Context: an optimization exercise on an open-source flow, tuned for small area, a short achievable clock period and few clock cycles per item. The choices shown serve that exercise and are no tape-out recipe.
Function was checked by simulation only, so behaviour that the tests miss may differ from the original.
No activity file was given, so power comes from the tool's default toggle rates.

## pfc_pixel_encoder
module pfc_pixel_encoder (
    input  wire        clk,
    input  wire        rst,         
    input  wire        in_valid,
    output wire        in_ready,
    input  wire [23:0] in_color,    
    input  wire [7:0]  in_bright,
    output wire        out_valid,
    input  wire        out_ready,
    output wire [7:0]  out_data,
    output wire        out_last     
);
    reg  [3:0]  fpos;       
    reg  [21:0] s_q;        
    reg  [1:0]  top_n;      
    reg  [7:0]  p_q;        
    reg  [7:0]  b_q;        
    reg  [1:0]  c_q;        
    reg  [1:0]  c11_q;      
    reg         cact;       
    reg         tk;         
    reg         ovalid;     
    reg         ovalid_o;   
    reg         last_q;     
    reg         irdy;       
    wire [1:0] lane = fpos[3:2];
    wire [1:0] step = fpos[1:0];
    wire f0  = (fpos == 4'd0);
    wire f10 = lane[1] & (step == 2'd2);
    wire f11 = lane[1] & (step == 2'd3);
    wire shift = ovalid ? out_ready : (~f0 | in_valid | tk);
    wire take  = irdy & in_valid;
    wire ld    = shift & in_valid & (f0 | (cact & ~f11));
    wire [7:0] c_lane = lane[1] ? in_color[7:0] : lane[0] ? in_color[15:8] : in_color[23:16];
    wire [1:0] c_sel  = c_lane[2 * step +: 2];
    wire       lane_start = (step == 2'd1);
    wire [1:0] cp   = f0 ? c11_q : c_q;
    wire [7:0] base = lane_start ? 8'd0 : p_q;
    wire [9:0] t    = {2'b00, base}
                    + (cp[0] ? {2'b00, b_q} : 10'd0)
                    + (cp[1] ? {1'b0, b_q, 1'b0} : 10'd0);
    wire [7:0] xl   = {s_q[1:0], s_q[3:2], s_q[5:4], s_q[7:6]};
    wire [8:0] cy;
    assign cy[0] = 1'b1;
    genvar i;
    generate
        for (i = 0; i < 8; i = i + 1) begin : g_conv
            assign cy[i+1] = (p_q[i] ^ xl[i]) ? cy[i] : p_q[i];
        end
    endgenerate
    wire [7:0] q = p_q + {7'd0, cy[8]};
    always @(posedge clk) begin
        if (rst) begin
            fpos   <= 4'd0;
            cact   <= 1'b0;
            tk     <= 1'b0;
            ovalid <= 1'b0;
            ovalid_o <= 1'b0;
            last_q <= 1'b1;
            irdy   <= 1'b0;
        end else begin
            if (shift) begin
  ...
Size in the first run: ~53 flip-flops, ~47 I/O pins.
==> flow/config.mk <==
export PLATFORM = sky130hd
export DESIGN_NAME = pfc_pixel_encoder
export DESIGN_NICKNAME = pfc_pixel_encoder
export VERILOG_FILES = /design/flow/design.v
export SDC_FILE = /design/flow/constraint.sdc
export NUM_CORES = 4
export LEC_CHECK = 0
export CAP_MARGIN = 20
export CORE_MARGIN = 2
export CORE_UTILIZATION = 40
export SLEW_MARGIN = 20
==> flow/constraint.sdc <==
create_clock -name core_clock -period 15.0 [get_ports {clk}]
set_input_delay 3.0000 -clock core_clock [delete_from_list [all_inputs] [get_ports {clk}]]
set_output_delay 3.0000 -clock core_clock [all_outputs]
set_load 0.01 [all_outputs]
standard.sh (not shown) runs the stock make flow with config.mk's settings and CLKGATE_MAP_FILE= SYNTH_SCRIPT=/design/flow/synth_recipe.tcl, a recipe that flattens the netlist after the stock synthesis.
==> flow/flow/run.sh <==
#!/bin/bash
export BUFFER_PORTS_ARGS="-buffer_cell sky130_fd_sc_hd__buf_1"
export SETUP_SLACK_MARGIN=11.1
bash standard.sh > standard.log 2>&1
The baseline finished clean.
Testbench counts at the start, summed over its fixed seeds: cycles 24,688, items 2,048.
Rerun with:
--- a/flow/flow/run.sh
+++ b/flow/flow/run.sh
@@ -3 +3 @@
-export SETUP_SLACK_MARGIN=11.1
+export SETUP_SLACK_MARGIN=10.9
Outcome: Core utilization fell by 0.65 points; die area stays the same; worst setup slack gets worse by 0.043 ns; non-clock buffer count fell by 1; hold slack gets better by 0.0040 ns.
Rerun with:
--- a/flow/flow/run.sh
+++ b/flow/flow/run.sh
@@ -3,0 +4 @@
+export CTS_ARGS="-repair_clock_nets -dont_use_dummy_load"
After rerunning: Setup slack gets worse by 0.0079 ns; routed wire length shrinks by 0.56%; worst hold slack barely changes.
Rerun with:
==> flow/flow/run.sh (replaced) <==
#!/bin/bash
export BUFFER_PORTS_ARGS="-buffer_cell sky130_fd_sc_hd__buf_1"
bash standard.sh > standard.log 2>&1
Effect:
- The new run ran to the end with no violations
- global-route usage fell by 0.42 points
- sequential share of layout area fell by 0.11 points
- final area stays flat
- die area does not change
- sequential cell count does not change
- power rose by about 0.43%
- non-clock buffer count fell by 1
Rerun with:
--- a/flow/flow/run.sh
+++ b/flow/flow/run.sh
@@ -2,0 +3,3 @@
+export SETUP_SLACK_MARGIN=10.9
+export RECOVER_POWER=100
+export CTS_ARGS="-repair_clock_nets -dont_use_dummy_load"
What happened: Now the flow completed and failed the layout checks on capacitance limit, slew limit. Fmax shrinks by 22%. Wire length rises by 6.4%. Via count grows by 5.6%. Combinational power stays flat. Global-route usage rises by 0.42 points. Cell area went down by 1.3%. Clock power drops by 12%.

---

The RTL this note starts from:
==> flow/design.v <==
module pfc_pixel_encoder (
    input  wire        clk,
    input  wire        rst,         
    input  wire        in_valid,
    output wire        in_ready,
    input  wire [23:0] in_color,    
    input  wire [7:0]  in_bright,
    output wire        out_valid,
    input  wire        out_ready,
    output wire [7:0]  out_data,
    output wire        out_last     
);
    reg  [3:0]  fpos;       
    reg  [23:0] s_q;        
    reg  [7:0]  p_q;        
    reg  [7:0]  b_q;        
    reg  [1:0]  c_q;        
    reg  [1:0]  c11_q;      
    reg         cact;       
    reg         tk;         
    reg         ovalid;     
    reg         last_q;     
    reg         irdy;       
    wire [1:0] lane = fpos[3:2];
    wire [1:0] step = fpos[1:0];
    wire f0  = (fpos == 4'd0);
    wire f10 = lane[1] & (step == 2'd2);
    wire f11 = lane[1] & (step == 2'd3);
    wire shift = ovalid ? out_ready : (~f0 | in_valid | tk);
    wire take  = irdy & in_valid;
    wire ld    = shift & in_valid & (f0 | (cact & ~f11));
    wire [7:0] c_lane = lane[1] ? in_color[7:0] : lane[0] ? in_color[15:8] : in_color[23:16];
    wire [1:0] c_sel  = c_lane[2 * step +: 2];
    wire       lane_start = (step == 2'd1);
    wire [1:0] cp   = f0 ? c11_q : c_q;
    wire [7:0] base = lane_start ? 8'd0 : p_q;
    wire [9:0] t    = {2'b00, base}
                    + (cp[0] ? {2'b00, b_q} : 10'd0)
                    + (cp[1] ? {1'b0, b_q, 1'b0} : 10'd0);
    wire [7:0] xl   = ~{s_q[1:0], s_q[3:2], s_q[5:4], s_q[7:6]};
    wire [8:0] cy;
    wire [8:0] ones;
    assign cy[0]   = 1'b1;
    assign ones[0] = 1'b1;
    genvar i;
    generate
        for (i = 0; i < 8; i = i + 1) begin : g_conv
            assign cy[i+1]   = (p_q[i] & xl[i]) | ((p_q[i] | xl[i]) & cy[i]);
            assign ones[i+1] = ones[i] & p_q[i];
        end
    endgenerate
    wire [7:0] q = p_q ^ ({8{cy[8]}} & ones[7:0]);
    always @(posedge clk) begin
        if (rst) begin
            fpos   <= 4'd0;
            cact   <= 1'b0;
            tk     <= 1'b0;
            ovalid <= 1'b0;
            last_q <= 1'b1;
            irdy   <= 1'b0;
        end else begin
            if (shift) begin
                fpos   <= f11 ? 4'd0 : fpos + 4'd1;
                last_q <= f11;
                if (f0) begin
                    ovalid <= tk;
                    tk     <= 1'b0;
                end
            end
            if (ld & f0)
                cact <= 1'b1;
            if (ld & f10)
                irdy <= 1'b1;
            if (take) begin
                cact <= 1'b0;
                tk   <= 1'b1;
                irdy <= 1'b0;
            end
        end
    end
    always @(posedge clk) begin
        if (ld) begin
            c_q <= c_sel;
            b_q <= in_bright;
        end
        if (take)
            c11_q <= in_color[7:6];
        if (shift) begin
            p_q <= t[9:2];
            if (lane_start)
                s_q <= {s_q[21:8], ~q, ~t[1:0]};
            else
                s_q <= {s_q[21:0], ~t[1:0]};
        end
    end
    assign in_ready  = irdy;
    assign out_valid = ovalid;
    assign out_last  = last_q;
    assign out_data  = {{3{s_q[22]}}, 2'b01, {3{s_q[23]}}};
endmodule
Settings: LEC_CHECK=0, CAP_MARGIN=20, CORE_MARGIN=2, CORE_UTILIZATION=40, SLEW_MARGIN=20; clock period 15.0 ns.
==> flow/flow/run.sh <==
#!/bin/bash
export BUFFER_PORTS_ARGS="-buffer_cell sky130_fd_sc_hd__buf_1"
export SETUP_SLACK_MARGIN=11.3
bash standard.sh > standard.log 2>&1
The first run went through all stages and came out clean.
Testbench counts at the start, summed over its fixed seeds: cycles 24,688, items 2,048.
Rerun with:
--- a/flow/flow/run.sh
+++ b/flow/flow/run.sh
@@ -3 +3 @@
-export SETUP_SLACK_MARGIN=11.3
+export SETUP_SLACK_MARGIN=10.9
The changed run passed the timing, DRC and antenna checks.
Design area drops by 5.6%.
Via count drops by 2.5%.
Setup slack loses 110 ps.
Wire length drops by 0.76%.
Cell count drops by 3.1%.
Die area stays the same.

---

== run A ==
RTL: one of the versions met above, not the one the previous note started from.
Size in the first run: about 47 I/O pins, ~2900 um^2 of cells after synthesis.
export LEC_CHECK = 0
export CAP_MARGIN = 20
export CORE_MARGIN = 2
export CORE_UTILIZATION = 40
export SLEW_MARGIN = 20
create_clock -name core_clock -period 15.0 [get_ports {clk}]
==> flow/flow/run.sh <==
#!/bin/bash
export BUFFER_PORTS_ARGS="-buffer_cell sky130_fd_sc_hd__buf_1"
export SETUP_SLACK_MARGIN=10.7
export CTS_ARGS="-repair_clock_nets -dont_use_dummy_load"
bash standard.sh > standard.log 2>&1
Testbench counts of run A, summed over its fixed seeds: cycles 24,688, items 2,048.
What run B does differently from run A at the input level:
- PLACE_DENSITY newly set to 0.5
==> flow/flow/run.sh <==
#!/bin/bash
export BUFFER_PORTS_ARGS="-buffer_cell sky130_fd_sc_hd__buf_1"
export SETUP_SLACK_MARGIN=10.9
export CTS_ARGS="-repair_clock_nets -dont_use_dummy_load"
bash standard.sh > standard.log 2>&1
### Flow results
Every run (run A and run B) finished clean. Compared with run A, run B shows a lower stage delay of the slowest cell on the critical path. The run showing the greater power attributed to the clock group is run A. [compare] base=run A new=run B: first-pass GRT wire length -3.7%, design area -15 um^2, core utilization -0.21 points.
Inputs modified between run B and run C:
- PLACE_DENSITY now 0.85, was 0.5
- CORE_UTILIZATION now 70, was 40
--- outcome ---
As far as flip-flop and latch count after synthesis is concerned, run B and run C perform about the same.
Status: portion of the layout cell area used by clock cells parity (run C, run B)
Run C ended with more ratio of total power to cell area than run B.
In the flow results for run C and run B, the detail-routed via count per cell is larger on run C.
Setup WNS run B -> run C: worse
Diff run C and run B: signal arrival time at the worst endpoint lower in run B
Cmp run C and run B / total number of vias / lower: run B
For run D, these inputs were changed with respect to run C:
- PLACE_DENSITY no longer set, was 0.85
- CORE_UTILIZATION now 40, was 70
==> flow/flow/run.sh <==
#!/bin/bash
export BUFFER_PORTS_ARGS="-buffer_cell sky130_fd_sc_hd__buf_1"
export SETUP_SLACK_MARGIN=11.0
export CTS_ARGS="-repair_clock_nets -dont_use_dummy_load"
bash standard.sh > standard.log 2>&1
Results
Looking at final non-filler cell area across both flows, run D is the weaker of the two, with run C ahead. Run D reports its source of the critical timing path as ovalid while run C reports in_valid. Compared with run C, in run D total power fell by about 2.5%, global router's overall resource usage lower, post-place instance area saw an increase, sequential share of layout area now sits lower.

separate check: timing with driven ports:
How much do the figures lean on ideal ports? The routed layouts below were timed once more, with nothing changed but the port constraints.
Step 1, drivers: a clkbuf_16 drives clk and a buf_2 each remaining input, both assumed.
Step 2 also shifts input and output timing later by t, the mid clock arrival at the registers, as if the neighbouring blocks saw the same clock.
Three values: ideal, step 1, step 2; two values: the first two.
| run | t (ns) | slack for setup (ns) | worst setup path after step 2 | latest minus earliest clock arrival (ns) | worst data-port slew with drivers (ns) |
|---|---|---|---|---|---|
| the first run of note 1 | 0.328 | 11.132 / 11.106 / 10.877 | input to register | 0.011 / 0.012 | 0.04 |
| the second run of note 1 | 0.328 | 11.089 / 11.063 / 10.766 | input to register | 0.010 / 0.010 | 0.04 |
| the third run of note 1 | 0.319 | 11.081 / 11.063 / 10.768 | input to register | 0.026 / 0.026 | 0.04 |
| the fourth run of note 1 | 0.331 | 10.879 / 10.887 / 10.556 | input to register | 0.008 / 0.008 | 0.03 |
| the fifth run of note 1 | 0.319 | 9.721 / 9.721 / 9.402 | input to register | 0.027 / 0.027 | 0.04 |
| the first run of note 2 | 0.331 | 11.138 / 11.109 / 10.952 | input to register | 0.007 / 0.008 | 0.04 |
| the second run of note 2 | 0.336 | 11.028 / 10.996 / 10.775 | input to register | 0.006 / 0.006 | 0.03 |
| run A | 0.324 | 10.811 / 10.815 / 10.491 | input to register | 0.013 / 0.013 | 0.04 |
| run B | 0.317 | 11.063 / 11.067 / 10.750 | input to register | 0.013 / 0.013 | 0.04 |
| run C | 0.327 | 11.015 / 11.024 / 10.698 | input to register | 0.007 / 0.007 | 0.04 |
| run D | 0.318 | 11.073 / 11.046 / 10.849 | input to register | 0.026 / 0.026 | 0.04 |
